This design comes from an exercise in tuning for small area on the open sky130 flow, not from production work. In this exercise RTL edits were held to simulation tests only and were not proved equivalent to the original. Power is estimated from default activity; no workload was simulated.

==> flow/design.v <==
module cp_ledmode (
    input  wire [2:0] rec,
    input  wire       ctx_gerr,
    input  wire       ctx_act,
    output wire       m_fast,
    output wire       m_slow,
    output wire       m_on,
    output wire       m_data
);
    assign m_data = ctx_act;
    assign m_fast = ctx_gerr | (rec[2] & ~ctx_act);
    assign m_slow = ~ctx_gerr & ~ctx_act & ~rec[2] & rec[0];
    assign m_on   = ~ctx_gerr & ~ctx_act & ~rec[2] & rec[1];
endmodule
module cp_debounce (
    input  wire clk,
    input  wire rst,
    input  wire en,       
    input  wire level,    
    output wire press     
);
    localparam S_IDLE = 3'd0, S_P1 = 3'd1, S_P2 = 3'd3, S_CONF = 3'd4, S_R1 = 3'd6, S_R2 = 3'd5;
    reg [2:0] state, state_n;
    always @* begin
        case (state)
            S_IDLE:  state_n = level ? S_P1 : S_IDLE;
            S_P1:    state_n = level ? S_P2 : S_IDLE;
            S_P2:    state_n = level ? S_CONF : S_IDLE;
            S_CONF:  state_n = level ? S_CONF : S_R1;
            S_R1:    state_n = level ? S_CONF : S_R2;
            S_R2:    state_n = level ? S_CONF : S_IDLE;
            default: state_n = S_IDLE;
        endcase
    end
    always @(posedge clk) begin
        if (rst)     state <= S_IDLE;
        else if (en) state <= state_n;
    end
    assign press = en & level & (state == S_P2);
endmodule
module cp_blink (
    input  wire        clk,
    input  wire        rst,
    input  wire        tick,
    input  wire        fatal,
    input  wire        boot_run,     
    input  wire [15:0] m_fast,
    input  wire [15:0] m_slow,
    input  wire [15:0] m_on,
    input  wire [15:0] m_data,
    output reg  [15:0] led_visible,
    output wire        boot_end      
);
    localparam [4:0] S0 = 5'b11101;
    reg [4:0]  cnt   [0:15];
    reg [4:0]  cnt_n [0:15];
    reg [15:0] lvl_n;
    reg [4:0]  c;
    reg        w, clr;
    integer i;
    always @* begin
        for (i = 0; i < 16; i = i + 1) begin
            c = cnt[i];
            w = (m_fast[i] & ~((c[3] & c[2] & c[0]) | (c[4] & c[2] & c[1]))) |
                (m_slow[i] & c[4] & ~c[2] & c[1] & c[0]);
            clr = w | m_data[i] | ~(m_fast[i] | m_slow[i]);
            cnt_n[i] = clr ? S0 : {~(c[0] ^ c[3]), c[4:1]};
            lvl_n[i] = (w | m_data[i]) ? ~led_visible[i] :
                       (m_fast[i] | m_slow[i]) ? led_visible[i] : m_on[i];
        end
    end
    assign boot_end = tick & led_visible[15];
    always @(posedge clk)
        if (tick)
            for (i = 0; i < 16; i = i + 1) cnt[i] <= cnt_n[i];
    always @(posedge clk) begin
        if (rst)
            led_visible <= 16'h0000;
        else if (tick && !fatal) begin
            if (boot_run)
                led_visible <= {led_visible[14:0], ~|led_visible};
            else
                led_visible <= lvl_n;
        end
    end
endmodule
module cp_controller (
    input  wire        clk,
    input  wire        rst,
    input  wire        res_ok,
    input  wire        boot_end,    
    input  wire [1:0]  evt,         
    input  wire        fa_rsp,
    input  wire [2:0]  fa_status,
    input  wire        fa_flag,
    input  wire [31:0] fa_size,
    input  wire [3:0]  st_idx,
    output wire        boot_run,
    output wire        busy,
    output wire        ready,
    output wire        fatal,
    output reg  [3:0]  mux_addr,
    output reg         fa_req,
    output reg  [2:0]  fa_cmd,
    output reg         arch_req,
    output reg         gerr,
    output wire [2:0]  run_err,
    output wire [15:0] m_fast,
    output wire [15:0] m_slow,
    output wire [15:0] m_on,
    output wire [15:0] m_data,
    output wire [8:0]  st_data
);
    localparam PH_IDLE   = 4'd0,  PH_START  = 4'd1,  PH_SELECT = 4'd2,  PH_S2     = 4'd3,
               PH_S1     = 4'd4,  PH_S0     = 4'd5,  PH_DETECT = 4'd6,  PH_READ   = 4'd7,
               PH_ARCHIVE= 4'd8,  PH_WRITE  = 4'd9,  PH_VERIFY = 4'd10, PH_NEXT   = 4'd11,
               PH_BOOTD  = 4'd13, PH_BOOTR  = 4'd14, PH_FATAL  = 4'd15;
    localparam RC_ABS = 3'b000, RC_MATCH = 3'b001, RC_OK = 3'b010, RC_MISM = 3'b100,
               RC_VFY = 3'b101, RC_RD    = 3'b110, RC_WR = 3'b111;
    localparam E_OK = 3'd0, E_NOCHIP = 3'd1, E_READ = 3'd3, E_WRITE = 3'd4, E_VERIFY = 3'd5;
    localparam C_NONE = 3'd0, C_DETECT = 3'd1, C_READ = 3'd2, C_WRITE = 3'd3, C_VERIFY = 3'd4;
    reg [3:0]  phase, phase_n;
    reg        wfw, wfw_n;           
    reg [3:0]  cur, cur_n;
    reg        rf, rf_n;             
    reg        gerr_n;
    reg [31:0] ref_size;
    reg [1:0]  rec0, rec0_n;         
    reg [2:0]  rec [1:15];
    reg        rec_upd;              
    reg [2:0]  rec_code;             
    reg        rec_clr;              
    wire [2:0] rec_all [0:15];
    assign rec_all[0] = {rec0[1] & rec0[0], rec0[1], rec0[0] & ~rec0[1]};
    genvar g;
    generate
        for (g = 1; g < 16; g = g + 1) begin : g_rec
            assign rec_all[g] = rec[g];
        end
    endgenerate
    wire cls_pres = (fa_status == E_OK) && fa_flag;
    wire cls_abs  = (fa_status == E_NOCHIP) || ((fa_status == E_OK) && !fa_flag);
    wire st_ok    = (fa_status == E_OK);
    wire act = (phase == PH_READ) || (phase == PH_WRITE) || (phase == PH_VERIFY) ||
               (((phase == PH_S2) || (phase == PH_S1) || (phase == PH_S0)) && wfw && cur != 4'd0);
    assign boot_run = (phase == PH_BOOTR);
    assign fatal    = (phase == PH_FATAL);
    assign busy     = (phase != PH_IDLE);
    assign ready    = !fatal && (phase != PH_BOOTR) && (phase != PH_BOOTD);
    assign run_err  = {1'b0, rf, gerr};
    wire [3:0] nxt = cur + 1'b1;
    wire [2:0] nxt_rec = rec_all[nxt];
    wire       nxt_match = nxt_rec[0] | nxt_rec[1] | (nxt_rec[2] & (nxt_rec[1] | nxt_rec[0]));
    always @* begin
        phase_n  = phase;
        wfw_n    = wfw;
        cur_n    = cur;
        rf_n     = rf;
        gerr_n   = gerr;
        rec0_n   = rec0;
        rec_upd  = 1'b0;
        rec_clr  = 1'b0;
        rec_code = RC_ABS;
        fa_req   = 1'b0;
        fa_cmd   = C_NONE;
        arch_req = 1'b0;
        if (fa_rsp) begin
            case (phase)
                PH_DETECT: begin
                    if (cur == 4'd0) begin
                        if (cls_pres) begin
                            rec0_n = 2'b01;
                            if (wfw) begin
                                fa_req  = 1'b1;
                                fa_cmd  = C_READ;
                                phase_n = PH_READ;
                            end else begin
                                phase_n = PH_NEXT;
                            end
                        end else begin
                            rec0_n  = 2'b00;
                            gerr_n  = 1'b1;
                            rf_n    = 1'b0;
                            phase_n = PH_IDLE;
                        end
                    end else begin
                        rec_upd = 1'b1;
                        if (cls_pres)
                            rec_code = (fa_size == ref_size) ? RC_MATCH : RC_MISM;
                        else if (cls_abs)
                            rec_code = RC_ABS;
                        else
                            rec_code = RC_MISM;
                        phase_n = PH_NEXT;
                    end
                end
                PH_READ: begin
                    if (st_ok) begin
                        rec0_n  = 2'b10;
                        phase_n = PH_ARCHIVE;
                    end else begin
                        rec0_n  = 2'b11;
                        gerr_n  = 1'b1;
                        rf_n    = 1'b1;
                        phase_n = PH_IDLE;
                    end
                end
                PH_WRITE: begin
                    if (st_ok) begin
                        fa_req  = 1'b1;
                        fa_cmd  = C_VERIFY;
                        phase_n = PH_VERIFY;
                    end else begin
                        rec_upd = 1'b1;
                        case (fa_status)
                            E_READ:   rec_code = RC_RD;
                            E_VERIFY: rec_code = RC_VFY;
                            default:  rec_code = RC_WR;
                        endcase
                        phase_n = PH_NEXT;
                    end
                end
                PH_VERIFY: begin
                    rec_upd = 1'b1;
                    case (fa_status)
                        E_OK:    rec_code = fa_flag ? RC_OK : RC_VFY;
                        E_READ:  rec_code = RC_RD;
                        E_WRITE: rec_code = RC_WR;
                        default: rec_code = RC_VFY;
                    endcase
                    phase_n = PH_NEXT;
                end
                default: ;
            endcase
        end else begin
            case (phase)
                PH_BOOTD: phase_n = PH_IDLE;
                PH_START: begin
                    gerr_n  = 1'b0;
                    rf_n    = 1'b0;
                    cur_n   = 4'd0;
                    rec0_n  = 2'b00;
                    rec_clr = !wfw;
                    phase_n = PH_SELECT;
                end
                PH_SELECT: phase_n = PH_S2;
                PH_S2:     phase_n = PH_S1;
                PH_S1:     phase_n = PH_S0;
                PH_S0: begin
                    fa_req = 1'b1;
                    if (cur == 4'd0 || !wfw) begin
                        fa_cmd  = C_DETECT;
                        phase_n = PH_DETECT;
                    end else begin
                        fa_cmd  = C_WRITE;
                        phase_n = PH_WRITE;
                    end
                end
                PH_ARCHIVE: begin
                    arch_req = 1'b1;
                    phase_n  = PH_NEXT;
                end
                PH_NEXT: begin
                    if (cur == 4'd15) begin
                        phase_n = PH_IDLE;
                    end else begin
                        cur_n = nxt;
                        if (!wfw || nxt_match)
                            phase_n = PH_SELECT;
                    end
                end
                default: ;
            endcase
        end
        if (phase == PH_BOOTR && boot_end)
            phase_n = PH_BOOTD;
        if (phase == PH_IDLE) begin
            if (evt[0]) begin
                wfw_n   = 1'b0;
                phase_n = PH_START;
            end else if (evt[1]) begin
                wfw_n   = 1'b1;
                phase_n = PH_START;
            end
        end
        if (rst) begin
            fa_req   = 1'b0;
            fa_cmd   = C_NONE;
            arch_req = 1'b0;
        end
    end
    wire [15:0] cur_oh = 16'd1 << cur;
    generate
        for (g = 0; g < 16; g = g + 1) begin : g_mode
            cp_ledmode u_mode (
                .rec      (rec_all[g]),
                .ctx_gerr (gerr),
                .ctx_act  (act & cur_oh[g]),
                .m_fast   (m_fast[g]),
                .m_slow   (m_slow[g]),
                .m_on     (m_on[g]),
                .m_data   (m_data[g])
            );
        end
    endgenerate
    wire [2:0] st_rec = rec_all[st_idx];
    wire       st_fast, st_slow, st_on, st_data_m;
    cp_ledmode u_st_mode (
        .rec      (st_rec),
        .ctx_gerr (gerr),
        .ctx_act  (act && (cur == st_idx)),
        .m_fast   (st_fast),
        .m_slow   (st_slow),
        .m_on     (st_on),
        .m_data   (st_data_m)
    );
    wire       st_mism = (st_rec == RC_MISM);
    wire       st_pres = |st_rec;
    assign st_data = {
        st_pres,
        st_mism, st_pres & ~st_mism,
        st_rec[2] & st_rec[1] & st_rec[0],
        (st_rec[2] & (st_rec[1] ^ st_rec[0])),
        st_rec[1] & ~(st_rec[2] & st_rec[0]),
        st_data_m, st_slow | st_fast, st_on | st_fast
    };
    always @(posedge clk)
        if (phase == PH_DETECT && cur == 4'd0)
            ref_size <= fa_size;
    always @(posedge clk) begin
        wfw <= wfw_n;
        cur <= cur_n;
    end
    always @(posedge clk)
        if (rst)
            mux_addr <= 4'd0;
        else if (phase == PH_SELECT && !fa_rsp)
            mux_addr <= cur;
    wire       rec_wipe = rst | rec_clr;
    wire [2:0] rec_wd   = rec_wipe ? RC_ABS : rec_code;
    generate
        for (g = 1; g < 16; g = g + 1) begin : g_recw
            always @(posedge clk)
                if (rec_wipe | (rec_upd & cur_oh[g]))
                    rec[g] <= rec_wd;
        end
    endgenerate
    always @(posedge clk) begin
        if (rst) begin
            phase <= res_ok ? PH_BOOTR : PH_FATAL;
            gerr  <= 1'b0;
            rf    <= 1'b0;
            rec0  <= 2'b00;
        end else begin
            phase <= phase_n;
            gerr  <= gerr_n;
            rf    <= rf_n;
            rec0  <= rec0_n;
        end
    end
endmodule
module cp_slot_engine (
    input  wire        clk,
    input  wire        rst,
    input  wire [3:0]  dip,
    input  wire        res_ok,
    input  wire        tick,
    input  wire        sample,
    input  wire        btn_check,
    input  wire        btn_write,
    input  wire        fa_rsp,
    input  wire [2:0]  fa_status,
    input  wire        fa_flag,
    input  wire [31:0] fa_size,
    input  wire [3:0]  st_idx,
    output wire [3:0]  mux_addr,
    output wire [15:0] led,
    output wire        fa_req,
    output wire [2:0]  fa_cmd,
    output wire [3:0]  fa_speed,
    output wire        arch_req,
    output wire        busy,
    output wire        ready,
    output wire        gerr,
    output wire        fatal,
    output wire [2:0]  run_err,
    output wire [2:0]  fatal_code,
    output wire [1:0]  evt,
    output wire [8:0]  st_data
);
    wire        boot_run, boot_end;
    wire [15:0] m_fast, m_slow, m_on, m_data;
    reg  [3:0]  speed_cfg;
    always @(posedge clk)
        if (rst) speed_cfg <= dip;
    wire sample_en = sample && !rst && !fatal;
    cp_debounce u_db_check (
        .clk(clk), .rst(rst), .en(sample_en), .level(btn_check), .press(evt[0])
    );
    cp_debounce u_db_write (
        .clk(clk), .rst(rst), .en(sample_en), .level(btn_write), .press(evt[1])
    );
    cp_blink u_blink (
        .clk        (clk),
        .rst        (rst),
        .tick       (tick),
        .fatal      (fatal),
        .boot_run   (boot_run),
        .m_fast     (m_fast),
        .m_slow     (m_slow),
        .m_on       (m_on),
        .m_data     (m_data),
        .led_visible(led),
        .boot_end   (boot_end)
    );
    cp_controller u_ctl (
        .clk       (clk),
        .rst       (rst),
        .res_ok    (res_ok),
        .boot_end  (boot_end),
        .evt       (evt),
        .fa_rsp    (fa_rsp),
        .fa_status (fa_status),
        .fa_flag   (fa_flag),
        .fa_size   (fa_size),
        .st_idx    (st_idx),
        .boot_run  (boot_run),
        .busy      (busy),
        .ready     (ready),
        .fatal     (fatal),
        .mux_addr  (mux_addr),
        .fa_req    (fa_req),
        .fa_cmd    (fa_cmd),
        .arch_req  (arch_req),
        .gerr      (gerr),
        .run_err   (run_err),
        .m_fast    (m_fast),
        .m_slow    (m_slow),
        .m_on      (m_on),
        .m_data    (m_data),
        .st_data   (st_data)
    );
    assign fa_speed   = speed_cfg;
    assign fatal_code = {fatal, fatal, 1'b0};
endmodule
==> flow/run.sh <==
#!/bin/bash
# synth_recipe.tcl (not shown) runs the flow's synth.tcl, then flattens the netlist and writes it again
# the make line also repeats each setting of config.mk as NAME=value (left out here)
make -C /OpenROAD-flow-scripts/flow DESIGN_CONFIG=/design/flow/config.mk WORK_HOME=/design/flow/orfs CLKGATE_MAP_FILE= SYNTH_SCRIPT=/design/flow/synth_recipe.tcl finish
==> flow/config.mk <==
export PLATFORM = sky130hd
export DESIGN_NAME = cp_slot_engine
export DESIGN_NICKNAME = cp_slot_engine
export VERILOG_FILES = /design/flow/design.v
export SDC_FILE = /design/flow/constraint.sdc
export NUM_CORES = 4
export LEC_CHECK = 0
export CAP_MARGIN = 20
export CORE_MARGIN = 2
export CORE_UTILIZATION = 40
export SLEW_MARGIN = 20
==> flow/constraint.sdc <==
create_clock -name core_clock -period 10.0 [get_ports {clk}]
set_input_delay 2.0000 -clock core_clock [delete_from_list [all_inputs] [get_ports {clk}]]
set_output_delay 2.0000 -clock core_clock [all_outputs]
set_load 0.01 [all_outputs]
==> run_results.csv, run 1 <==
group,metric,value,unit
yosys,yosysWarnings,8,
floorplanning,num_rows,60,
worst_setup_path,cp_data_required_time,8.00,ns
finish,most-common-layout-cells,"edfxtp_1 (166), clkdlybuf4s50_1 (97), nor2_1 (83)",
floorplanning,dieArea,28600,um2
sta,slew_violations,0,
floorplanning,die_y,169,um
clocking,htree_levels,4,
pwr,p_seq_share,48.1,%
sta,tns,0,ns
min_path,hp-class,"flip-flop to flip-flop",
routing,drc,0,
floorplanning,core,26900,um2
finish,fillCellCount,2520,
worst_setup_path,cp_max_fo,23,
clocking,cts_buffers,17,
yosys,synth_area,10900,um2
yosys,seq_area_frac_synth,51.9,%
sta,setup_viol,0,
finish,fin_nets,1169,
placement,globalplace.congestion,0.947,
clocking,cts_max_path_buffers,2,
yosys,postSynth.topFlopCell,"edfxtp_1",
finish,antenna_cells,0,
sta,rsz0062_at_grt,"no",
finish,multi_input_area,4880,um2
sta,max-slew-margin-rel,41.8,%
worst_setup_path,cp_num_buf_inv,3,
sta,clock-skew-final,0.0198,ns
global_route,grt_max_degree,61,
yosys,syn_inst,1038,
worst_setup_path,cpMaxStageDelayCell,"clkdlybuf4s50_1",
pwr,comb_power_share,14.9,%
pwr,power.share.clock,37.0,%
yosys,synthXorXnorAreaFrac,4.40,%
yosys,synth_edf_count,166,
sta,tightestPinTransition,0.871,ns
clocking,cts_root_buffer,"clkbuf_16",
finish,final_common_cell,"edfxtp_1",
yosys,synth_top_family_by_area,"simple AND/OR/NAND/NOR gates",
finish,drive_above_1_share,9.09,%
global_route,grt_pass1_vias,8290,
job,max-cap-violations,0,
global_route,antenna_found_initial,0,
worst_setup_path,path_class,"input port to primary output",
pwr,p_int,1.49,mW
global_route,grt_pass1_wl,47700,um
yosys,yosysUniqueCellTypes,87,
worst_setup_path,crit_family,"buffers and inverters",
sta,min_period_over_period,70.7,%
routing,wl_per_cell,21.0,um
clocking,clk_latency,0.46,ns
yosys,synth-adder-area-share,0.916,%
floorplanning,io_pins,102,
placement,io_buffers,99,
routing,detail-route-antenna-nets,0,
worst_setup_path,r2r_slack,6.57,ns
sta,timing.fmax,141,MHz
worst_setup_path,critical_path.most_common_cell,"clkdlybuf4s50_1",
clocking,postCtsHoldBufs,0,
pwr,swShare,28.1,%
finish,area_delta_synth_final,17.1,%
yosys,syn_avg_cell_area,10.5,um2
global_route,gr-total-overflow,0,
worst_setup_path,path_cells,"clkdlybuf4s50_1 > nor2b_1 > a22oi_1 > a21oi_1 > o21ai_0 > a31oi_1 > inv_1 > ha_1 > and2_1 > clkdlybuf4s50_1",
sta,hold_slack,0.481,ns
yosys,ys_ff_latch,200,
worst_setup_path,start_kind,"input port",
finish,ff_latch_area,5670,um2
yosys,synth_compound_area_share,17.5,%
finish,final_util,47.6,%
worst_setup_path,critPathMaxStageDelay,1.04,ns
clocking,cts_setup_buffers,0,
yosys,synth-simple-area-share,19.8,%
worst_setup_path,crit_arrival,5.07,ns
pwr,p_sw,583,uW
yosys,ys_async_sr_fraction,0,%
routing,drtIter0Drc,934,
routing,route.vias.total,8834,
floorplanning,die_width,169,um
yosys,muxShareOfSynthArea,1.90,%
pwr,p_leak,4.23,nW
floorplanning,floorplan.initialDensity,40.6,%
outcome,status,"finished clean",
clocking,cts_tree,"yes",
placement,dp_hpwl,21800,um
global_route,grt.total_usage,21.6,%
sta,period_minus_slack,7.07,ns
routing,vias_per_cell,6.04,
pwr,p_per_area,162,nW/um2
pwr,ir_worst_vdd,0.105,mV
sta,hold_viol_final,0,
clocking,clock-sinks,200,
clocking,path_clk_slew,0.07,ns
routing,dr.pass1.iters,7,
routing,wirelength,30800,um
worst_setup_path,end_kind,"primary output",
clocking,post_cts_resized,0,
[per-stage QoR]
step | worst slack, ns | instance area (um2) | power (mW) | cells
2_1_floorplan | 4.35 | 10900 | 1.19 | 1039
3_3_place_gp | 2.97 | 12100 | 1.32 | 1431
3_5_place_dp | 2.97 | 12100 | 1.32 | 1431
4_1_cts | 2.97 | 12800 | 2.08 | 1463
5_1_grt | 2.68 | 12800 | 2.15 | 1463
6_report | 2.93 | 12800 | 2.07 | 1463
[power groups by stage]
stage | clock network (mW) | registers, mW | logic [mW]
floorplan | 0 | 0.994 | 0.193
global placement | 0 | 1.02 | 0.304
detailed placement | 0 | 1.01 | 0.306
CTS | 0.780 | 0.996 | 0.307
global route | 0.813 | 1.00 | 0.337
finish | 0.768 | 0.998 | 0.309
[registers in the layout, summed over array words and instances (netlist names)]
register,cells
u_ctl.rec0,2
u_ctl.mux_addr,4
u_ctl.ref_size,32
speed_cfg,4
u_ctl.gerr,1
u_ctl.rec,45
u_blink.cnt,80
u_ctl.wfw,1
u_ctl.rf,1
u_db_write.state,3
u_blink.led_visible,16
u_db_check.state,3
u_ctl.phase,4
u_ctl.cur,4
[path summary, 6_finish.rpt]
path / startpoint / to / depth (start not counted)
max reg2reg: u_ctl.cur[0] / u_blink.led_visible[7] / 8
min reg2reg: u_db_check.state[2] / u_db_check.state[2] / 2
min: u_db_check.state[2] / u_db_check.state[2] / 2
max: st_idx[0] / st_data[4] / 10
[logic make-up after synthesis]
logic type / count (synthesis)
compound gates: 277
xor+xnor: 54
fa+ha+maj: 8
buf+inv: 86
flops: 200
mux: 19
other cells: 1
simple gates: 393
[Yosys cell counts, drive strengths merged, types with 4 or more instances]
cell       n  share of area (%)
nor2      84                2.9
o22a       4               0.32
nor2b     14               0.80
or3       25                1.4
nand3b     6               0.41
a211o      9               0.72
nor4      14               0.92
o21a       9               0.62
a211oi     9               0.66
o221ai     5               0.40
a22oi     18                1.2
clkbuf    38                1.3
a31oi     13               0.74
nor3      35                1.6
o21ai     60                2.8
edfxtp   166                 46
xnor2     29                2.4
nand2     52                1.8
o22ai      9               0.52
mux2       4               0.41
and2      12               0.69
a311oi     4               0.32
nand2b    30                1.7
o211ai     9               0.62
buf       21                1.3
nand4     27                1.5
o311a      5               0.46
xor2      25                2.0
and4       4               0.32
o211a      6               0.55
and3       7               0.40
dfxtp     34                6.2
a221oi    15                1.2
or3b       4               0.32
nor3b      8               0.65
o2111ai    4               0.32
mux2i     14                1.3
a22o      10               0.80
or2       37                2.1
inv       26               0.89
nand3     22                1.0
a21oi     55                2.5
ha         8               0.92
[layout make-up]
| class | instances | share of cell area, % |
|---|---|---|
| clock inverter | 15 | 1.78 |
| clock buffer | 17 | 3.32 |
| timing repair buffer | 110 | 8.33 |
| multi-input combinational | 753 | 38.2 |
| sequential | 200 | 44.3 |
| tap | 341 | 3.33 |
| inverter | 27 | 0.792 |
[metal layers]
layer	global-route usage [%]	share of wire, %	wire length [um]
met5	0	0	0
met1	30.0	45	13800
met2	33.9	44	13600
met4	6.65	2.3	709
met3	4.71	8.6	2630
[worst reg2reg max path, cell delays in order, from the launching register on]
cell and delay [ns]:
edfxtp_1 0.52, inv_1 0.20, ha_1 0.45, nor3b_4 0.30, or4b_4 0.62, a21o_2 0.38
o21ai_2 0.26, mux2_2 0.36, a221oi_1 0.26
==> run 2, diff against run 1 <==
--- a/flow/design.v
+++ b/flow/design.v
@@ -150,6 +150,12 @@
     assign run_err  = {1'b0, rf, gerr};
     wire [3:0] nxt = cur + 1'b1;
-    wire [2:0] nxt_rec = rec_all[nxt];
-    wire       nxt_match = nxt_rec[0] | nxt_rec[1] | (nxt_rec[2] & (nxt_rec[1] | nxt_rec[0]));
+    wire [15:0] match;
+    assign match[0] = 1'b0;
+    generate
+        for (g = 1; g < 16; g = g + 1) begin : g_match
+            assign match[g] = rec[g][1] | rec[g][0];
+        end
+    endgenerate
+    wire       nxt_match = match[nxt];
     always @* begin
         phase_n  = phase;
==> flow/flow/run.sh (new file) <==
#!/bin/bash
set -euo pipefail
here=$PWD
cat flow/abc_override.tcl synth_recipe.tcl > "$here/area_synth.tcl"
export FLOW_ABC_SCRIPT="$here/flow/abc_area.script"
bash standard.sh SYNTH_SCRIPT="$here/area_synth.tcl" \
  BUFFER_PORTS_ARGS="-buffer_cell sky130_fd_sc_hd__buf_1" finish > standard.log 2>&1
==> flow/flow/abc_area.script (new file) <==
&get -n
&st
&dch
&nf -a
&put
mfs2 -W 8
strash
&get -n
&dch -f
&nf -a -R 1000
&put
mfs2 -W 8
strash
&get -n
&dch -f
&nf -a -R 1000
&put
==> flow/flow/abc_override.tcl (new file) <==
# Prepended to synth_recipe.tcl: every abc call runs the area script next to
# this file instead of ORFS's speed script. Registers are untouched.
proc abc {args} {
  set i [lsearch -exact $args -script]
  if {$i >= 0} { set args [lreplace $args [expr {$i+1}] [expr {$i+1}] $::env(FLOW_ABC_SCRIPT)] }
  yosys abc {*}$args
}
==> flow/standard.sh (new file) <==
#!/bin/bash
# synth_recipe.tcl (not shown) runs the flow's synth.tcl, then flattens the netlist and writes it again
# the make line also repeats each setting of config.mk as NAME=value (left out here)
make -C /OpenROAD-flow-scripts/flow DESIGN_CONFIG=/design/flow/config.mk WORK_HOME=/design/flow/orfs CLKGATE_MAP_FILE= SYNTH_SCRIPT=/design/flow/synth_recipe.tcl "${@:-finish}"
--- a/flow/config.mk
+++ b/flow/config.mk
@@ -6,6 +6,7 @@
 export NUM_CORES = 4
 export LEC_CHECK = 0
-export CAP_MARGIN = 20
+export CAP_MARGIN = 0
 export CORE_MARGIN = 2
-export CORE_UTILIZATION = 40
-export SLEW_MARGIN = 20
+export CORE_UTILIZATION = 65
+export CTS_BUF_LIST = sky130_fd_sc_hd__clkbuf_8
+export SLEW_MARGIN = 0
removed: flow/run.sh
==> run 2 against run 1 <==
Effect of this change: still clean; non-clock buffer count decreased by 1; clock power is 29% lower; area after synthesis down 11%; worst setup slack better by 0.62 ns; first-iteration DRC count shrank 3.9%; highest routed layer unchanged.
==> run_results.csv, run 2 <==
group,metric,value,unit
clocking,htree_levels,4,
finish,area_delta_synth_final,10.7,%
routing,wl_met2,12300,um
sta,max-slew-margin-rel,9.28,%
worst_setup_path,r2r_slack,6.24,ns
clocking,cts_root_buffer,"clkbuf_8",
yosys,ys_ff_latch,200,
global_route,gr-total-overflow,0,
finish,regMostFlops,"u_blink.cnt",
worst_setup_path,reg2reg_depth,12,
global_route,grt_max_degree,82,
pwr,ir_worst_vdd,0.141,mV
clocking,clock-sinks,200,
sta,tns,0,ns
pwr,p_per_area,197,nW/um2
clocking,postCtsHoldBufs,0,
worst_setup_path,end_kind,"primary output",
routing,route.vias.total,7997,
worst_setup_path,start_kind,"input port",
floorplanning,die_y,126,um
routing,dr.pass1.iters,6,
floorplanning,core,14600,um2
yosys,synth_common_cells,"edfxtp_1 (166), nor2_1 (107), nand2_1 (74)",
yosys,yosysUniqueCellTypes,43,
global_route,antenna_found_initial,0,
sta,clock-skew-final,0.0181,ns
routing,drc,0,
routing,wl_per_cell,21.6,um
worst_setup_path,crit_arrival,4.45,ns
finish,final_cells,1209,
clocking,cts_buffers,17,
worst_setup_path,path_cells,"buf_1 > nand2b_1 > nor3_1 > a22oi_1 > nand3_1 > a221oi_1 > nand4_1 > a31oi_1 > ha_1 > and2_0 > buf_1",
sta,timing.fmax,155,MHz
worst_setup_path,cp.depth,11,
yosys,synth_edf_count,166,
finish,fin_nets,1071,
clocking,path_clk_slew,0.12,ns
yosys,seq_area_frac_synth,58.2,%
yosys,yosysTopAreaCellShare,51.2,%
routing,wirelength_met1,10500,um
finish,multi_input_area,3930,um2
routing,highest_layer,"met4",
worst_setup_path,critical_path.most_common_cell,"buf_1",
global_route,grt_pass1_wl,41300,um
worst_setup_path,cp_max_fo,8,
floorplanning,num_rows,44,
outcome,status,"finished clean",
finish,largest_reg_flops,80,
placement,globalplace.congestion,0.959,
placement,io_buffers,99,
worst_setup_path,r2r-start,"u_ctl.cur[0]",
finish,ff_latch_area,5670,um2
global_route,grt.total_usage,33.1,%
sta,hold_viol_final,0,
finish,antenna_cells,0,
yosys,yosysWarnings,8,
sta,setup_slack,3.55,ns
worst_setup_path,crit_end,"st_data[7]",
routing,detail-route-antenna-nets,0,
clocking,post_cts_resized,0,
floorplanning,dieArea,16000,um2
worst_setup_path,r2r-end,"u_blink.led_visible[11]",
yosys,synth.most_common_cell,"edfxtp_1",
worst_setup_path,cp_num_buf_inv,2,
sta,setup_viol,0,
worst_setup_path,cpMaxStageDelayCell,"a31oi_1",
placement,place_ws,3.60,ns
clocking,cts_tree,"yes",
sta,period_minus_slack,6.45,ns
worst_setup_path,path_class,"input port to primary output",
floorplanning,die_width,126,um
yosys,postSynth.topFlopCell,"edfxtp_1",
pwr,p_leak,3.47,nW
yosys,yosys.area.top_type,"edfxtp_1",
routing,wirelength,26100,um
routing,wl_met3,2500,um
global_route,grt_pass1_vias,7779,
worst_setup_path,crit_family,"compound AO/OA/AOI/OAI gates",
clocking,cts_setup_buffers,0,
job,max-cap-violations,0,
sta,slew_violations,0,
sta,rsz0062_at_grt,"no",
yosys,post_synth_main_area_contributors,"edfxtp_1 (51%), dfxtp_1 (7.0%), nor2_1 (4.1%)",
finish,drive_above_1_share,4.39,%
placement,dp_hpwl,18600,um
worst_setup_path,cp-startpoint,"st_idx[3]",
finish,fillCellCount,1014,
clocking,clk_latency,0.50,ns
routing,drtIter0Drc,898,
floorplanning,io_pins,102,
finish,final_common_cell,"edfxtp_1",
yosys,syn_inst,894,
sta,min_period_over_period,64.5,%
finish,top_regs,"u_blink.cnt (80), u_ctl.rec (45), u_ctl.ref_size (32)",
floorplanning,floorplan.initialDensity,66.7,%
yosys,syn_avg_cell_area,10.9,um2
finish,most-common-layout-cells,"edfxtp_1 (166), nor2_1 (107), buf_1 (97)",
yosys,synth_area,9730,um2
routing,vias_per_cell,6.61,
yosys,ys_async_sr_fraction,0,%
clocking,cts_max_path_buffers,2,
worst_setup_path,critPathMaxStageDelay,0.43,ns
sta,tightestPinTransition,1.36,ns
worst_setup_path,cp_data_required_time,8.00,ns
placement,dp.cells,1177,
min_path,hp-class,"flip-flop to flip-flop",
==> run 2: report_power, final <==
group          switching, mW  leakage (nW)  total [mW]  internal, mW
Sequential             0.101          1.81        1.09         0.990
Clock                  0.346         0.219       0.548         0.202
Combinational          0.317          1.44       0.487         0.169
Total                  0.765          3.47        2.13          1.36
==> run 2: per-stage QoR <==
stage	hold slack, ns	cell area [um2]	utilization, %	power (mW)
2_1_floorplan	0.457	9730	-	1.39
3_3_place_gp	0.496	10300	70.9	1.55
3_5_place_dp	0.511	10300	70.9	1.58
4_1_cts	0.530	10800	73.8	2.11
5_1_grt	0.552	10800	73.8	2.21
6_report	0.530	10800	73.8	2.13
==> run 2: how the worst min path moves through the flow <==
stage                                   start             endpoint  slack [ns]  cells past startpoint
after floorplan                 u_ctl.rec0[0]        u_ctl.rec0[0]        0.46                      2
after global placement    u_db_check.state[2]  u_db_check.state[2]        0.50                      2
after detailed placement  u_db_check.state[0]  u_db_check.state[0]        0.51                      2
after CTS                 u_db_check.state[0]  u_db_check.state[0]        0.53                      2
after global routing      u_db_check.state[2]  u_db_check.state[2]        0.55                      2
final                       u_ctl.mux_addr[0]    u_ctl.mux_addr[0]        0.53                      2
==> run 2: kinds of logic after synthesis <==
logic type               synth area share, %
adder cells (fa/ha/maj)                0.900
flip-flops                              58.2
AND/OR/NAND/NOR                         19.1
buffers and inverters                   1.47
multiplexers                           0.309
XOR/XNOR                                4.77
other                                 0.0385
AO/OA/AOI/OAI                           15.2
==> run 2: area by class of cell <==
class                      instances  area share [%]
sequential                       200            52.6
multi-input combinational        668            36.5
timing repair buffer             109            4.19
clock buffer                      17            2.17
tap                              184            2.14
clock inverter                    15            1.87
inverter                          16           0.557
==> run 2: worst register-to-register path, stage by stage, from the launching register on <==
cell      delay [ns]
edfxtp_1        0.79
clkinv_1        0.37
ha_1            0.45
nand2_1         0.29
nand2_1         0.14
o21ai_1         0.15
buf_4           0.30
a31oi_1         0.20
o31a_1          0.24
a21oi_1         0.22
o21ai_0         0.17
a21oi_1         0.23
nor3_1          0.08
==> run 2: per-layer routing <==
| layer | vias up | GRT usage, % |
|---|---|---|
| li1 | 3627 | - |
| met1 | 3816 | 44.5 |
| met2 | 477 | 53.8 |
| met3 | 77 | 6.75 |
| met4 | 0 | 12.7 |
| met5 | - | 0 |
==> run 3, diff against run 2 <==
--- a/flow/config.mk
+++ b/flow/config.mk
@@ -10,3 +10,5 @@
 export CORE_UTILIZATION = 65
 export CTS_BUF_LIST = sky130_fd_sc_hd__clkbuf_8
+export CTS_CLUSTER_DIAMETER = 60
+export CTS_CLUSTER_SIZE = 24
 export SLEW_MARGIN = 0
==> run 3 against run 2 <==
Effect of this change: critical path depth unchanged; first-iteration DRC count unchanged; fmax unchanged; area after synthesis unchanged; sequential share of layout area unchanged; synthesized cell count unchanged; still clean on timing, DRC and antenna; global-route usage unchanged.
==> run_results.csv, run 3 <==
group,metric,value,unit
min_path,holdPathStages,2,
placement,io_buffers,99,
finish,antenna_cells,0,
yosys,syn_avg_cell_area,10.9,um2
finish,top_regs,"u_blink.cnt (80), u_ctl.rec (45), u_ctl.ref_size (32)",
yosys,ys_async_sr_fraction,0,%
sta,period_minus_slack,6.45,ns
global_route,grt_pass1_wl,41300,um
worst_setup_path,crit_family,"compound AO/OA/AOI/OAI gates",
floorplanning,core,14600,um2
worst_setup_path,r2r-start,"u_ctl.cur[0]",
global_route,grt_pass1_vias,7779,
global_route,gr-total-overflow,0,
sta,setup_viol,0,
worst_setup_path,cp_num_buf_inv,2,
worst_setup_path,end_kind,"primary output",
worst_setup_path,cpMaxStageDelayCell,"a31oi_1",
finish,final_common_cell,"edfxtp_1",
global_route,grt_max_degree,82,
sta,rsz0062_at_grt,"no",
worst_setup_path,start_kind,"input port",
sta,clock-skew-final,0.0181,ns
clocking,post_cts_resized,0,
sta,slew_violations,0,
yosys,yosysWarnings,8,
routing,wl_per_cell,21.6,um
yosys,postSynth.topFlopCell,"edfxtp_1",
routing,route.vias.total,7997,
yosys,syn_inst,894,
finish,largest_reg_flops,80,
yosys,yosys.area.top_type,"edfxtp_1",
floorplanning,num_rows,44,
sta,max-slew-margin-rel,9.28,%
pwr,ir_worst_vdd,0.141,mV
yosys,synth_area,9730,um2
placement,globalplace.congestion,0.959,
clocking,cts_setup_buffers,0,
pwr,p_per_area,197,nW/um2
yosys,synth.most_common_cell,"edfxtp_1",
routing,vias_per_cell,6.61,
clocking,clock-sinks,200,
worst_setup_path,r2r-end,"u_blink.led_visible[11]",
job,max-cap-violations,0,
worst_setup_path,cp_max_fo,8,
sta,tns,0,ns
global_route,grt.total_usage,33.1,%
clocking,path_clk_slew,0.12,ns
worst_setup_path,reg2reg_depth,12,
pwr,p_leak,3.47,nW
sta,min_period_over_period,64.5,%
clocking,clk_latency,0.50,ns
yosys,synth_common_cells,"edfxtp_1 (166), nor2_1 (107), nand2_1 (74)",
min_path,hold_path.startpoint,"u_ctl.mux_addr[0]",
routing,drtIter0Drc,898,
outcome,status,"finished clean",
sta,timing.fmax,155,MHz
finish,fin_nets,1071,
yosys,yosysTopAreaCellShare,51.2,%
yosys,yosysUniqueCellTypes,43,
clocking,cts_buffers,17,
sta,tightestPinTransition,1.36,ns
yosys,synth_edf_count,166,
yosys,post_synth_main_area_contributors,"edfxtp_1 (51%), dfxtp_1 (7.0%), nor2_1 (4.1%)",
clocking,cts_tree,"yes",
routing,dr.pass1.iters,6,
yosys,ys_ff_latch,200,
min_path,hp-class,"flip-flop to flip-flop",
floorplanning,dieArea,16000,um2
clocking,cts_root_buffer,"clkbuf_8",
floorplanning,io_pins,102,
clocking,htree_levels,4,
worst_setup_path,cp_data_required_time,8.00,ns
global_route,antenna_found_initial,0,
worst_setup_path,critical_path.most_common_cell,"buf_1",
worst_setup_path,path_class,"input port to primary output",
yosys,seq_area_frac_synth,58.2,%
worst_setup_path,path_cells,"buf_1 > nand2b_1 > nor3_1 > a22oi_1 > nand3_1 > a221oi_1 > nand4_1 > a31oi_1 > ha_1 > and2_0 > buf_1",
clocking,cts_max_path_buffers,2,
placement,dp_hpwl,18600,um
routing,drc,0,
worst_setup_path,critPathMaxStageDelay,0.43,ns
finish,drive_above_1_share,4.39,%
worst_setup_path,crit_arrival,4.45,ns
finish,most-common-layout-cells,"edfxtp_1 (166), nor2_1 (107), buf_1 (97)",
sta,hold_slack,0.530,ns
clocking,postCtsHoldBufs,0,
routing,wirelength,26100,um
floorplanning,floorplan.initialDensity,66.7,%
floorplanning,die_y,126,um
floorplanning,die_width,126,um
worst_setup_path,r2r_slack,6.24,ns
finish,regMostFlops,"u_blink.cnt",
sta,hold_viol_final,0,
routing,detail-route-antenna-nets,0,
finish,area_delta_synth_final,10.7,%
min_path,whs_endpoint,"u_ctl.mux_addr[0]",
run 3: logic make-up after synthesis:
| family | Yosys count | synth area share (%) |
|---|---|---|
| other | 1 | 0.0385 |
| multiplexers | 3 | 0.309 |
| adder cells (fa/ha/maj) | 7 | 0.900 |
| flip-flops | 200 | 58.2 |
| AND/OR/NAND/NOR | 380 | 19.1 |
| buffers and inverters | 27 | 1.47 |
| AO/OA/AOI/OAI | 223 | 15.2 |
| XOR/XNOR | 53 | 4.77 |
run 3: worst max path at each step:
stage	start	endpoint	slack (ns)	cells past startpoint
after floorplan	u_ctl.cur[0]	fa_req	3.89	8
after global placement	st_idx[3]	st_data[7]	3.62	11
after detailed placement	st_idx[3]	st_data[7]	3.60	11
after CTS	st_idx[3]	st_data[7]	3.59	11
after global routing	st_idx[0]	st_data[7]	3.35	11
final	st_idx[3]	st_data[7]	3.55	11
run 3: power breakdown:
part	internal [mW]	total, mW	switching, mW
registers	0.990	1.09	0.101
logic	0.169	0.487	0.317
clock network	0.202	0.548	0.346
total	1.36	2.13	0.765
run 3: cell type report:
type                            instances  area [um2]
Clock buffer                           17         234
Clock inverter                         15         201
Fill cell                            1014        3820
Inverter                               16        60.1
Multi-Input combinational cell        668        3930
Sequential cell                       200        5670
Tap cell                              184         230
Timing Repair Buffer                  109         452
run 3: worst register-to-register path, cell delays in order, from the launching register on:
cell and delay, ns:
edfxtp_1 0.79, clkinv_1 0.37, ha_1 0.45, nand2_1 0.29, nand2_1 0.14, o21ai_1 0.15
buf_4 0.30, a31oi_1 0.20, o31a_1 0.24, a21oi_1 0.22, o21ai_0 0.17, a21oi_1 0.23
nor3_1 0.08
run 3: per-layer routing:
metal | global-route usage (%) | wire, um
met2 | 53.8 | 12300
met1 | 44.5 | 10500
met3 | 6.75 | 2500
met4 | 12.7 | 910
met5 | 0 | 0
run 3: per-stage QoR:
stage	power, mW	worst slack [ns]	area, um2	std cells	util (%)
after global routing	2.21	3.35	10800	1209	73.8
after CTS	2.11	3.59	10800	1209	73.8
after floorplan	1.39	3.89	9730	895	-
after global placement	1.55	3.62	10300	1177	70.9
after detailed placement	1.58	3.60	10300	1177	70.9
final	2.13	3.55	10800	1209	73.8
==> run 4, diff against run 3 <==
==> flow/config.mk (replaced) <==
export PLATFORM = sky130hd
export DESIGN_NAME = cp_slot_engine
export DESIGN_NICKNAME = cp_slot_engine
export VERILOG_FILES = /design/flow/design.v
export SDC_FILE = /design/flow/constraint.sdc
export NUM_CORES = 4
export LEC_CHECK = 0
export CAP_MARGIN = 20
export CORE_MARGIN = 2
export CORE_UTILIZATION = 40
export CTS_BUF_LIST = sky130_fd_sc_hd__clkbuf_8
export GPL_TIMING_DRIVEN = 0
export SLEW_MARGIN = 20
==> run 4 against run 3 <==
Effect of this change: critical endpoint unchanged; non-clock buffer count grew 10; power is 0.17% higher; via count is 4.8% lower; largest power group unchanged; wire length down 4.7%.
==> run_results.csv, run 4 <==
group,metric,value,unit
finish,largest_reg_flops,80,
finish,fin_nets,1081,
floorplanning,dieArea,25600,um2
finish,final_common_cell,"edfxtp_1",
floorplanning,die_y,160,um
floorplanning,io_pins,102,
yosys,synth_area,9730,um2
routing,dr.pass1.iters,7,
worst_setup_path,crit_arrival,4.47,ns
clocking,cts_buffers,17,
pwr,ir_worst_vdd,0.0987,mV
finish,top_regs,"u_blink.cnt (80), u_ctl.rec (45), u_ctl.ref_size (32)",
routing,wl_per_cell,18.3,um
pwr,p_sw,727,uW
sta,period_minus_slack,6.47,ns
yosys,synth_edf_count,166,
pwr,p_int,1.40,mW
finish,final_util,46.1,%
routing,vias_per_cell,5.60,
pwr,power.share.clock,26.2,%
global_route,use_met1,28.5,%
outcome,status,"finished clean",
finish,drive_above_1_share,5.99,%
pwr,p_seq_share,51.2,%
global_route,busiest_layer,"met2",
yosys,post_synth_main_area_contributors,"edfxtp_1 (51%), dfxtp_1 (7.0%), nor2_1 (4.1%)",
global_route,antenna_found_initial,0,
yosys,syn_avg_cell_area,10.9,um2
routing,drtIter0Drc,680,
clocking,clk_latency,0.49,ns
finish,area_delta_synth_final,14.1,%
yosys,seq_area_frac_synth,58.2,%
global_route,gr-total-overflow,0,
finish,regMostFlops,"u_blink.cnt",
clocking,path_clk_slew,0.10,ns
global_route,met2_usage,30.6,%
sta,clock-skew-final,0.0183,ns
sta,setup_viol,0,
placement,dp_hpwl,18000,um
finish,fillCellCount,2306,
finish,antenna_cells,0,
placement,globalplace.congestion,0.946,
routing,detail-route-antenna-nets,0,
pwr,p_leak,3.54,nW
clocking,clock-sinks,200,
yosys,yosysWarnings,8,
yosys,ys_async_sr_fraction,0,%
sta,min_period_over_period,64.7,%
clocking,postCtsHoldBufs,0,
clocking,cts_max_path_buffers,2,
pwr,power,2.13,mW
yosys,yosysUniqueCellTypes,43,
pwr,p_per_area,192,nW/um2
clocking,cts_root_buffer,"clkbuf_8",
sta,tightestPinTransition,0.897,ns
floorplanning,core,24100,um2
placement,dp.cells,1327,
global_route,grt_max_degree,32,
sta,timing.fmax,155,MHz
worst_setup_path,start_kind,"input port",
sta,slew_violations,0,
yosys,ys_ff_latch,200,
global_route,grt_util_met3,3.56,%
min_path,hp-class,"flip-flop to flip-flop",
sta,tns,0,ns
worst_setup_path,cp_data_required_time,8.00,ns
sta,hold_viol_final,0,
yosys,yosys.area.top_type,"edfxtp_1",
floorplanning,num_rows,57,
yosys,syn_inst,894,
finish,most-common-layout-cells,"edfxtp_1 (166), nor2_1 (105), buf_1 (97)",
yosys,postSynth.topFlopCell,"edfxtp_1",
routing,drc,0,
worst_setup_path,cp_max_fo,8,
clocking,cts_setup_buffers,0,
job,max-cap-violations,0,
global_route,grt.total_usage,19.6,%
yosys,synth_common_cells,"edfxtp_1 (166), nor2_1 (107), nand2_1 (74)",
worst_setup_path,end_kind,"primary output",
routing,route.vias.total,7617,
pwr,swShare,34.1,%
sta,rsz0062_at_grt,"no",
floorplanning,floorplan.initialDensity,40.4,%
clocking,htree_levels,4,
finish,final_cells,1359,
global_route,grt_pass1_wl,39500,um
yosys,synth.most_common_cell,"edfxtp_1",
placement,place_ws,3.54,ns
global_route,grt_pass1_vias,7278,
clocking,post_cts_resized,0,
pwr,comb_power_share,22.6,%
yosys,yosysTopAreaCellShare,51.2,%
placement,io_buffers,99,
sta,setup_slack,3.53,ns
sta,max-slew-margin-rel,40.2,%
floorplanning,die_width,160,um
routing,wirelength,24900,um
clocking,cts_tree,"yes",
worst_setup_path,path_class,"input port to primary output",
## run 4: cell counts after synthesis
No cell type changed its count.
## run 4: metal layers
layer	wire length (um)	up-vias
met5	0	-
met4	299	0
met3	1680	26
met2	11200	283
met1	11700	3653
li1	-	3655
## run 4: final cells by class
type	instances	area, um2	share of cell area, %
sequential	200	5670	51.0
multi-input combinational	668	3960	35.6
timing repair buffer	108	510	4.60
tap	324	405	3.65
clock buffer	17	234	2.11
clock inverter	15	189	1.70
buffer	11	82.6	0.744
inverter	16	60.1	0.541
## run 4: cell families (layout without fill, tap and decap cells)
kind of cell	after synthesis	in the layout	synth area share, %
simple gates	380	380	19.1
buf+inv	27	167	1.47
fa+ha+maj	7	7	0.900
xor+xnor	53	53	4.77
other cells	1	2	0.0385
mux	3	3	0.309
compound gates	223	223	15.2
flops	200	200	58.2
## run 4: power groups by stage
stage               Combinational, mW  Sequential, mW  Clock [mW]
finish                          0.481            1.09       0.557
global route                    0.541            1.10       0.594
global placement                0.456            1.12           0
floorplan                       0.312            1.08           0
detailed placement              0.478            1.11           0
CTS                             0.480            1.09       0.566
## run 4: path summary, 6_finish.rpt
| check | start | endpoint | slack (ns) | cells past startpoint |
|---|---|---|---|---|
| worst max-delay path | st_idx[2] | st_data[7] | 3.53 | 12 |
| worst min-delay path | u_ctl.mux_addr[1] | u_ctl.mux_addr[1] | 0.52 | 2 |
| worst max register to register | u_ctl.cur[0] | u_blink.led_visible[5] | 6.10 | 12 |
| worst min register to register | u_ctl.mux_addr[1] | u_ctl.mux_addr[1] | 0.52 | 2 |
## run 4: per-stage QoR
step | hold WS, ns | instance area, um2
final | 0.520 | 11100
after global routing | 0.542 | 11100
after CTS | 0.519 | 11100
after detailed placement | 0.499 | 10700
after global placement | 0.486 | 10500
after floorplan | 0.457 | 9730
## run 4: critical path: stages
cell and delay, ns:
buf_1 0.34, nand2b_1 0.23, nor3_1 0.10, a22oi_1 0.24
nand3_1 0.13, a221oi_1 0.24, nand4_1 0.15, a21oi_1 0.38
ha_1 0.27, and2_0 0.14, buf_4 0.10, buf_1 0.13
==> run 5, diff against run 4 <==
--- a/flow/config.mk
+++ b/flow/config.mk
@@ -10,4 +10,3 @@
 export CORE_UTILIZATION = 40
 export CTS_BUF_LIST = sky130_fd_sc_hd__clkbuf_8
-export GPL_TIMING_DRIVEN = 0
 export SLEW_MARGIN = 20
==> run 5 against run 4 <==
Effect of this change: wire length increased by 2.5%; non-clock buffer count decreased by 9; utilization is 0.81 points lower; die area is the same; global-route usage up 0.29 points; largest power group unchanged.
==> run_results.csv, run 5 <==
group,metric,value,unit
outcome,status,"finished clean",
yosys,yosysUniqueCellTypes,43,
finish,fillCellCount,2397,
clocking,path_clk_slew,0.12,ns
placement,globalplace.congestion,0.938,
clocking,cts_max_path_buffers,2,
yosys,synth_compound_area_share,15.2,%
yosys,syn_inst,894,
yosys,synth.most_common_cell,"edfxtp_1",
yosys,synth_area,9730,um2
routing,detail-route-antenna-nets,0,
sta,min_period_over_period,61.6,%
finish,top_regs,"u_blink.cnt (80), u_ctl.rec (45), u_ctl.ref_size (32)",
worst_setup_path,crit_arrival,4.16,ns
finish,antenna_cells,0,
yosys,postSynth.topFlopCell,"edfxtp_1",
routing,drtIter0Drc,778,
clocking,cts_buffers,17,
finish,final_cell_area,10900,um2
yosys,synth-simple-area-share,19.1,%
sta,timing.fmax,162,MHz
sta,setup_viol,0,
floorplanning,die_width,160,um
clocking,cts_root_buffer,"clkbuf_8",
worst_setup_path,start_kind,"input port",
worst_setup_path,path_cells,"buf_1 > nand2b_1 > nor2_1 > a22oi_1 > nand3_1 > a221oi_1 > nand4_1 > a21oi_1 > ha_1 > and2_0 > buf_1",
worst_setup_path,cp_max_fo,8,
finish,final_util,45.2,%
floorplanning,core,24100,um2
clocking,postCtsHoldBufs,0,
worst_setup_path,critical_path.most_common_cell,"buf_1",
sta,clock-skew-final,0.0225,ns
sta,tightestPinTransition,1.00,ns
routing,dr.pass1.iters,5,
min_path,hp-class,"flip-flop to flip-flop",
routing,wl_per_cell,18.9,um
job,max-cap-violations,0,
worst_setup_path,cp_data_required_time,8.00,ns
routing,wirelength,25500,um
yosys,synthXorXnorAreaFrac,4.77,%
routing,vias_per_cell,5.73,
global_route,gr-total-overflow,0,
yosys,ys_ff_latch,200,
placement,dp_hpwl,18100,um
yosys,seq_area_frac_synth,58.2,%
clocking,htree_levels,4,
yosys,yosysWarnings,8,
yosys,muxShareOfSynthArea,0.309,%
yosys,post_synth_main_area_contributors,"edfxtp_1 (51%), dfxtp_1 (7.0%), nor2_1 (4.1%)",
worst_setup_path,path_class,"input port to primary output",
yosys,ys_async_sr_fraction,0,%
placement,io_buffers,99,
pwr,p_leak,3.45,nW
yosys,syn_avg_cell_area,10.9,um2
yosys,yosysTopAreaCellShare,51.2,%
floorplanning,dieArea,25600,um2
worst_setup_path,cpMaxStageDelayCell,"a21oi_1",
pwr,power,2.08,mW
routing,drc,0,
routing,route.vias.total,7731,
global_route,grt_max_degree,49,
clocking,post_cts_resized,0,
clocking,cts_tree,"yes",
sta,max-slew-margin-rel,33.3,%
global_route,antenna_found_initial,1,
placement,place_area,10500,um2
yosys,synth-adder-area-share,0.900,%
yosys,synth_edf_count,166,
yosys,synth_common_cells,"edfxtp_1 (166), nor2_1 (107), nand2_1 (74)",
sta,hold_slack,0.503,ns
sta,rsz0062_at_grt,"no",
global_route,grt_pass1_vias,7232,
clocking,clock-sinks,200,
yosys,synth_top_family_by_area,"simple AND/OR/NAND/NOR gates",
finish,final_common_cell,"edfxtp_1",
sta,period_minus_slack,6.16,ns
yosys,yosys.area.top_type,"edfxtp_1",
finish,regMostFlops,"u_blink.cnt",
finish,largest_reg_flops,80,
finish,drive_above_1_share,4.58,%
floorplanning,die_y,160,um
finish,fin_nets,1072,
pwr,p_per_area,190,nW/um2
floorplanning,io_pins,102,
global_route,grt.total_usage,19.9,%
sta,hold_viol_final,0,
worst_setup_path,critPathMaxStageDelay,0.31,ns
floorplanning,num_rows,57,
finish,most-common-layout-cells,"edfxtp_1 (166), nor2_1 (107), buf_1 (97)",
clocking,cts_setup_buffers,0,
worst_setup_path,end_kind,"primary output",
sta,tns,0,ns
pwr,ir_worst_vdd,0.0835,mV
sta,slew_violations,0,
finish,area_delta_synth_final,12.1,%
global_route,grt_pass1_wl,39900,um
floorplanning,floorplan.initialDensity,40.4,%
clocking,clk_latency,0.49,ns
==> run 5: cell counts after synthesis <==
Identical to the previous run, type by type.
==> run 5: cell type report <==
class	instances	area [um2]	area share [%]
multi-input cells	668	3930	36.1
well taps	324	405	3.72
clock inverters	15	149	1.37
clock buffers	17	234	2.15
inverters	16	60.1	0.551
repair buffers	110	459	4.21
flip-flops and latches	200	5670	51.9
==> run 5: layer usage <==
layer,up-vias,wire length (um),GRT usage (%)
li1,3623,-,-
met1,3703,11500,28.6
met2,366,11400,30.3
met3,37,2220,4.55
met4,2,417,5.94
met5,-,15,0
==> run 5: metrics by stage <==
step,std cells,setup WS [ns]
after detailed placement,1318,3.88
after global routing,1350,3.57
after CTS,1350,3.88
final,1350,3.84
after floorplan,895,3.89
after global placement,1318,3.93
==> run 5: path summary, 6_finish.rpt <==
check / end / start / cells past startpoint / slack (ns)
hold / removal: u_ctl.rf / u_ctl.rf / 2 / 0.50
setup reg to reg: u_blink.led_visible[8] / u_ctl.cur[0] / 12 / 6.49
hold reg to reg: u_ctl.rf / u_ctl.rf / 2 / 0.50
setup / recovery: st_data[4] / st_idx[0] / 11 / 3.84
==> run 5: cell families (layout without fill, tap and decap cells) <==
kind of cell | Yosys count | after routing
and+or+nand+nor | 380 | 380
AOI/OAI and AO/OA | 223 | 223
DFF | 200 | 200
xor gates and xnor gates | 53 | 53
buffers and inverters | 27 | 158
adders and majority gates | 7 | 7
muxes | 3 | 3
other | 1 | 2
==> run 5: worst max-delay path, delay by kind of cell <==
kind                     cells  cell delay (ns)
AO/OA/AOI/OAI                3             0.73
AND/OR/NAND/NOR              5             0.73
buffers and inverters        2             0.39
adder cells (fa/ha/maj)      1             0.29
==> run 5: power breakdown <==
| part | leakage, nW | internal, mW | switching, mW |
|---|---|---|---|
| logic | 1.45 | 0.169 | 0.301 |
| clock network | 0.194 | 0.187 | 0.326 |
| registers | 1.81 | 0.989 | 0.102 |
==> run 6, diff against run 5 <==
==> flow/flow/run.sh (replaced) <==
#!/bin/bash
set -euo pipefail
here=$PWD
cat flow/abc_override.tcl synth_recipe.tcl > "$here/area_synth.tcl"
export FLOW_ABC_SCRIPT="$here/flow/abc_area.script"
bash standard.sh SYNTH_SCRIPT="$here/area_synth.tcl" \
  BUFFER_PORTS_ARGS="-buffer_cell sky130_fd_sc_hd__buf_1" \
  CTS_ARGS="-sink_clustering_enable -repair_clock_nets -buf_list sky130_fd_sc_hd__clkbuf_8 -dont_use_dummy_load" finish > standard.log 2>&1
--- a/flow/config.mk
+++ b/flow/config.mk
@@ -10,3 +10,4 @@
 export CORE_UTILIZATION = 40
 export CTS_BUF_LIST = sky130_fd_sc_hd__clkbuf_8
+export GPL_TIMING_DRIVEN = 0
 export SLEW_MARGIN = 20
==> run 6 against run 5 <==
Effect of this change: still clean; wire length down 2.8%; clock power down 22%; critical path depth up 1; worst hold slack better by 0.014 ns; flip-flop and latch count unchanged; die area unchanged; cell count down 0.44%; synthesized cell count unchanged; highest routed layer is now met4.
==> run_results.csv, run 6 <==
group,metric,value,unit
outcome,status,"finished clean",
global_route,grt_pass1_vias,7291,
yosys,seq_area_frac_synth,58.2,%
yosys,postSynth.topFlopCell,"edfxtp_1",
finish,top_regs,"u_blink.cnt (80), u_ctl.rec (45), u_ctl.ref_size (32)",
worst_setup_path,end_kind,"primary output",
clocking,cts_tree,"yes",
yosys,yosysTopAreaCellShare,51.2,%
worst_setup_path,crit_family,"compound AO/OA/AOI/OAI gates",
finish,area_delta_synth_final,12.2,%
min_path,hp-class,"flip-flop to flip-flop",
sta,hold_viol_final,0,
worst_setup_path,r2r_slack,6.12,ns
pwr,p_int,1.32,mW
floorplanning,floorplan.initialDensity,40.4,%
routing,drtIter0Drc,654,
placement,dp_hpwl,18000,um
clocking,clk_latency,0.49,ns
worst_setup_path,path_class,"input port to primary output",
worst_setup_path,r2r-end,"u_blink.led_visible[5]",
global_route,grt_max_degree,32,
pwr,swShare,33.1,%
worst_setup_path,critPathMaxStageDelay,0.38,ns
sta,slew_violations,0,
sta,hold_slack,0.517,ns
worst_setup_path,cpMaxStageDelayCell,"a31oi_1",
sta,tightestPinTransition,0.891,ns
worst_setup_path,crit_end,"st_data[7]",
yosys,ys_ff_latch,200,
floorplanning,io_pins,102,
yosys,yosys.area.top_type,"edfxtp_1",
global_route,gr-total-overflow,0,
placement,io_buffers,99,
routing,dr.pass1.iters,6,
clocking,clock-sinks,200,
pwr,p_sw,655,uW
routing,drc,0,
routing,wl_per_cell,18.5,um
sta,period_minus_slack,6.50,ns
finish,drive_above_1_share,4.71,%
sta,tns,0,ns
placement,globalplace.congestion,0.946,
yosys,synth_edf_count,166,
global_route,grt_pass1_wl,39500,um
job,max-cap-violations,0,
clocking,cts_root_buffer,"clkbuf_8",
pwr,p_per_area,181,nW/um2
routing,vias_per_cell,5.64,
clocking,cts_max_path_buffers,2,
finish,final_common_cell,"edfxtp_1",
sta,max-slew-margin-rel,40.5,%
worst_setup_path,crit_arrival,4.50,ns
pwr,ir_worst_vdd,0.0880,mV
worst_setup_path,critical_path.most_common_cell,"buf_1",
yosys,synth_common_cells,"edfxtp_1 (166), nor2_1 (107), nand2_1 (74)",
global_route,grt.total_usage,19.6,%
clocking,cts_setup_buffers,0,
worst_setup_path,cp-startpoint,"st_idx[3]",
clocking,htree_levels,4,
worst_setup_path,cp.depth,12,
routing,detail-route-antenna-nets,0,
worst_setup_path,reg2reg_depth,12,
floorplanning,die_y,160,um
worst_setup_path,cp_data_required_time,8.00,ns
pwr,p_seq_share,55.3,%
finish,regMostFlops,"u_blink.cnt",
yosys,ys_async_sr_fraction,0,%
min_path,holdPathStages,2,
floorplanning,dieArea,25600,um2
worst_setup_path,cp_max_fo,8,
worst_setup_path,path_cells,"buf_1 > nand2b_1 > nor3_1 > a22oi_1 > nand3_1 > a221oi_1 > nand4_1 > a31oi_1 > ha_1 > and2_0 > buf_4 > buf_1",
yosys,yosysWarnings,8,
global_route,antenna_found_initial,0,
finish,fin_nets,1081,
floorplanning,num_rows,57,
yosys,post_synth_main_area_contributors,"edfxtp_1 (51%), dfxtp_1 (7.0%), nor2_1 (4.1%)",
clocking,path_clk_slew,0.10,ns
finish,largest_reg_flops,80,
yosys,yosysUniqueCellTypes,43,
worst_setup_path,r2r-start,"u_ctl.cur[0]",
pwr,comb_power_share,24.4,%
yosys,synth_area,9730,um2
floorplanning,core,24100,um2
yosys,syn_inst,894,
routing,route.vias.total,7583,
sta,min_period_over_period,65.0,%
finish,final_cells,1344,
clocking,cts_buffers,17,
sta,setup_viol,0,
sta,timing.fmax,154,MHz
finish,antenna_cells,0,
sta,rsz0062_at_grt,"no",
routing,wirelength,24800,um
pwr,power.share.clock,20.4,%
pwr,p_leak,3.46,nW
clocking,postCtsHoldBufs,0,
floorplanning,die_width,160,um
placement,dp.cells,1327,
clocking,post_cts_resized,0,
worst_setup_path,cp_num_buf_inv,3,
yosys,syn_avg_cell_area,10.9,um2
yosys,synth.most_common_cell,"edfxtp_1",
finish,most-common-layout-cells,"edfxtp_1 (166), nor2_1 (105), buf_1 (97)",
worst_setup_path,start_kind,"input port",
sta,clock-skew-final,0.0475,ns
-- run 6: worst min path at each step --
stage,start,to
floorplan,u_ctl.rec0[0],u_ctl.rec0[0]
CTS,u_ctl.mux_addr[1],u_ctl.mux_addr[1]
finish,u_ctl.rf,u_ctl.rf
detailed placement,u_ctl.mux_addr[1],u_ctl.mux_addr[1]
global placement,u_ctl.mux_addr[1],u_ctl.mux_addr[1]
global route,u_ctl.mux_addr[1],u_ctl.mux_addr[1]
-- run 6: area by class of cell --
| class | instances | area [um2] |
|---|---|---|
| plain buffers | 11 | 82.6 |
| clock buffers | 17 | 234 |
| fillers | 2324 | 13200 |
| inverters | 16 | 60.1 |
| multi-input cells | 668 | 3960 |
| flip-flops and latches | 200 | 5670 |
| well taps | 324 | 405 |
| repair buffers | 108 | 510 |
-- run 6: logic make-up (layout without fill, tap and decap cells) --
family	after synthesis	after routing	synth area share, %
other	1	2	0.0385
XOR/XNOR	53	53	4.77
flip-flops	200	200	58.2
adder cells (fa/ha/maj)	7	7	0.900
AO/OA/AOI/OAI	223	223	15.2
buffers and inverters	27	152	1.47
multiplexers	3	3	0.309
AND/OR/NAND/NOR	380	380	19.1
-- run 6: power by group through the flow --
stage | Clock, mW | Sequential [mW] | Combinational [mW]
after floorplan | 0 | 1.08 | 0.312
after global placement | 0 | 1.12 | 0.456
after detailed placement | 0 | 1.11 | 0.478
after CTS | 0.414 | 1.09 | 0.481
after global routing | 0.440 | 1.10 | 0.542
final | 0.402 | 1.09 | 0.481
-- run 6: worst reg2reg max path, delay by kind of cell, from the launching register on --
family	cells	cell delay, ns
AO/OA/AOI/OAI	4	1.13
adder cells (fa/ha/maj)	1	0.47
buffers and inverters	2	0.64
flip-flops	1	0.80
AND/OR/NAND/NOR	5	0.77
-- run 6: metal layers --
metal  global-route usage [%]  wire, um
met4                     4.95       323
met1                     28.5     11600
met3                     3.61      1770
met2                     30.5     11100
met5                        0         0
-- run 6: metrics by stage --
| step | power, mW | utilization [%] | area [um2] | setup WS, ns |
|---|---|---|---|---|
| finish | 1.97 | 45.3 | 10900 | 3.50 |
| global placement | 1.57 | 43.6 | 10500 | 1.73 |
| floorplan | 1.39 | - | 9730 | 3.89 |
| CTS | 1.98 | 45.3 | 10900 | 3.54 |
| global route | 2.08 | 45.3 | 10900 | 3.33 |
| detailed placement | 1.59 | 44.3 | 10700 | 3.54 |
==> run 7, diff against run 6 <==
--- a/flow/config.mk
+++ b/flow/config.mk
@@ -10,4 +10,3 @@
 export CORE_UTILIZATION = 40
 export CTS_BUF_LIST = sky130_fd_sc_hd__clkbuf_8
-export GPL_TIMING_DRIVEN = 0
 export SLEW_MARGIN = 20
==> run 7 against run 6 <==
Effect of this change: worst setup slack improved by 0.33 ns; clock-buffer cell count unchanged; area after synthesis stayed put; power fell by 0.54%; utilization down 0.65 points; sequential share of layout area increased by 0.74 points; fmax rose by 5.3%; worst hold slack lost 0.015 ns; clock power barely moved; critical path type unchanged.
==> run_results.csv, run 7 <==
group,metric,value,unit
routing,drtIter0Drc,840,
pwr,p_leak,3.38,nW
placement,place_ws,3.88,ns
finish,drive_above_1_share,3.17,%
yosys,seq_area_frac_synth,58.2,%
floorplanning,dieArea,25600,um2
global_route,use_met1,28.6,%
sta,hold_viol_final,0,
yosys,syn_avg_cell_area,10.9,um2
placement,io_buffers,99,
worst_setup_path,cpMaxStageDelayCell,"a21oi_1",
floorplanning,core,24100,um2
clocking,htree_levels,4,
routing,wirelength,25400,um
floorplanning,floorplan.initialDensity,40.4,%
sta,tns,0,ns
clocking,cts_root_buffer,"clkbuf_8",
worst_setup_path,cp.depth,11,
floorplanning,num_rows,57,
yosys,yosysWarnings,8,
routing,detail-route-antenna-nets,0,
finish,largest_reg_flops,80,
finish,most-common-layout-cells,"edfxtp_1 (166), nor2_1 (107), buf_1 (97)",
finish,fillCellCount,2418,
sta,timing.fmax,162,MHz
routing,wl_per_cell,19.1,um
yosys,muxShareOfSynthArea,0.309,%
yosys,yosysUniqueCellTypes,43,
clocking,cts_max_path_buffers,2,
pwr,ir_worst_vdd,0.0833,mV
clocking,clk_latency,0.48,ns
clocking,cts_buffers,17,
worst_setup_path,start_kind,"input port",
yosys,yosysTopAreaCellShare,51.2,%
sta,min_period_over_period,61.7,%
placement,globalplace.congestion,0.938,
floorplanning,die_y,160,um
sta,setup_viol,0,
yosys,synth_area,9730,um2
job,max-cap-violations,0,
sta,max-slew-margin-rel,35.3,%
global_route,antenna_found_initial,1,
finish,final_common_cell,"edfxtp_1",
sta,clock-skew-final,0.0518,ns
worst_setup_path,reg2reg_depth,12,
yosys,synth.most_common_cell,"edfxtp_1",
worst_setup_path,cp_data_required_time,8.00,ns
yosys,synth_edf_count,166,
global_route,grt.total_usage,19.8,%
clocking,cts_tree,"yes",
clocking,postCtsHoldBufs,0,
worst_setup_path,critical_path.most_common_cell,"buf_1",
global_route,met2_usage,30.1,%
floorplanning,die_width,160,um
clocking,path_clk_slew,0.12,ns
clocking,post_cts_resized,0,
routing,dr.pass1.iters,5,
yosys,synthXorXnorAreaFrac,4.77,%
min_path,holdPathStages,2,
worst_setup_path,cp_num_buf_inv,2,
min_path,hp-class,"flip-flop to flip-flop",
global_route,gr-total-overflow,0,
yosys,ys_ff_latch,200,
yosys,yosys.area.top_type,"edfxtp_1",
finish,regMostFlops,"u_blink.cnt",
finish,antenna_cells,0,
yosys,synth_compound_area_share,15.2,%
sta,hold_slack,0.502,ns
outcome,status,"finished clean",
global_route,busiest_layer,"met2",
finish,top_regs,"u_blink.cnt (80), u_ctl.rec (45), u_ctl.ref_size (32)",
-- run 7: cell counts after synthesis --
Identical to the previous run, type by type.
-- run 7: cell type report --
class / instances / area share, %
Clock buffer: 17 / 2.17
Multi-Input combinational cell: 668 / 36.6
Inverter: 16 / 0.558
Tap cell: 324 / 3.77
Timing Repair Buffer: 110 / 4.27
Sequential cell: 200 / 52.7
-- run 7: path summary, 6_finish.rpt --
path / end / start / slack [ns]
max: st_data[4] / st_idx[0] / 3.83
min: u_ctl.rf / u_ctl.rf / 0.50
max reg2reg: u_blink.led_visible[8] / u_ctl.cur[0] / 6.48
min reg2reg: u_ctl.rf / u_ctl.rf / 0.50
-- run 7: worst min-delay path, delay by kind of cell (launching register included) --
family | cells | cell delay, ns
mux | 1 | 0.06
flops | 1 | 0.34
simple gates | 1 | 0.07
-- run 7: layer usage --
layer  share of wire [%]  up-vias
met3                 8.6       36
met5                   0        -
met1                  46     3683
met2                  44      348
li1                    -     3612
met4                 1.6        0
-- run 7: where the power goes --
part           switching, mW  internal, mW
combinational          0.301         0.169
clock                  0.251         0.151
sequential             0.102         0.990
-- run 7: metrics by stage --
step,std cells,util (%),instance area (um2)
floorplan,895,-,9730
global placement,1318,43.7,10500
detailed placement,1318,43.7,10500
CTS,1335,44.6,10800
global route,1335,44.6,10800
finish,1335,44.6,10800
-- run 7: logic make-up (layout without fill, tap and decap cells) --
| group | after synthesis | count (layout) |
|---|---|---|
| buffers and inverters | 27 | 143 |
| other | 1 | 2 |
| DFF | 200 | 200 |
| muxes | 3 | 3 |
| xor gates and xnor gates | 53 | 53 |
| adders and majority gates | 7 | 7 |
| and+or+nand+nor | 380 | 380 |
| AOI/OAI and AO/OA | 223 | 223 |

-- static timing again, ports no longer ideal --
In the flow no input, the clock included, has a driving cell. The finished layouts below were timed again as built, in two steps.
Step 1 assumes that a clkbuf_16 drives the clock port and a buf_2 every other input.
Step 2 times the ports against the registers' clock, not the clock port: input delays grow and output delays shrink by t, the midpoint of the rising clock arrivals with the driver on.
Slacks: ideal ports / drivers / drivers and shift; pairs: ideal ports / drivers.
run	t, ns	setup slack, ns
run 1	0.495	2.932 / 2.898 / 2.898
run 2	0.533	3.554 / 3.521 / 3.521
run 3	0.533	3.554 / 3.521 / 3.521
run 4	0.523	3.529 / 3.504 / 3.504
run 5	0.514	3.840 / 3.811 / 3.811
run 6	0.502	3.497 / 3.474 / 3.474
run 7	0.496	3.826 / 3.797 / 3.797
After both steps every run listed still meets setup and hold.
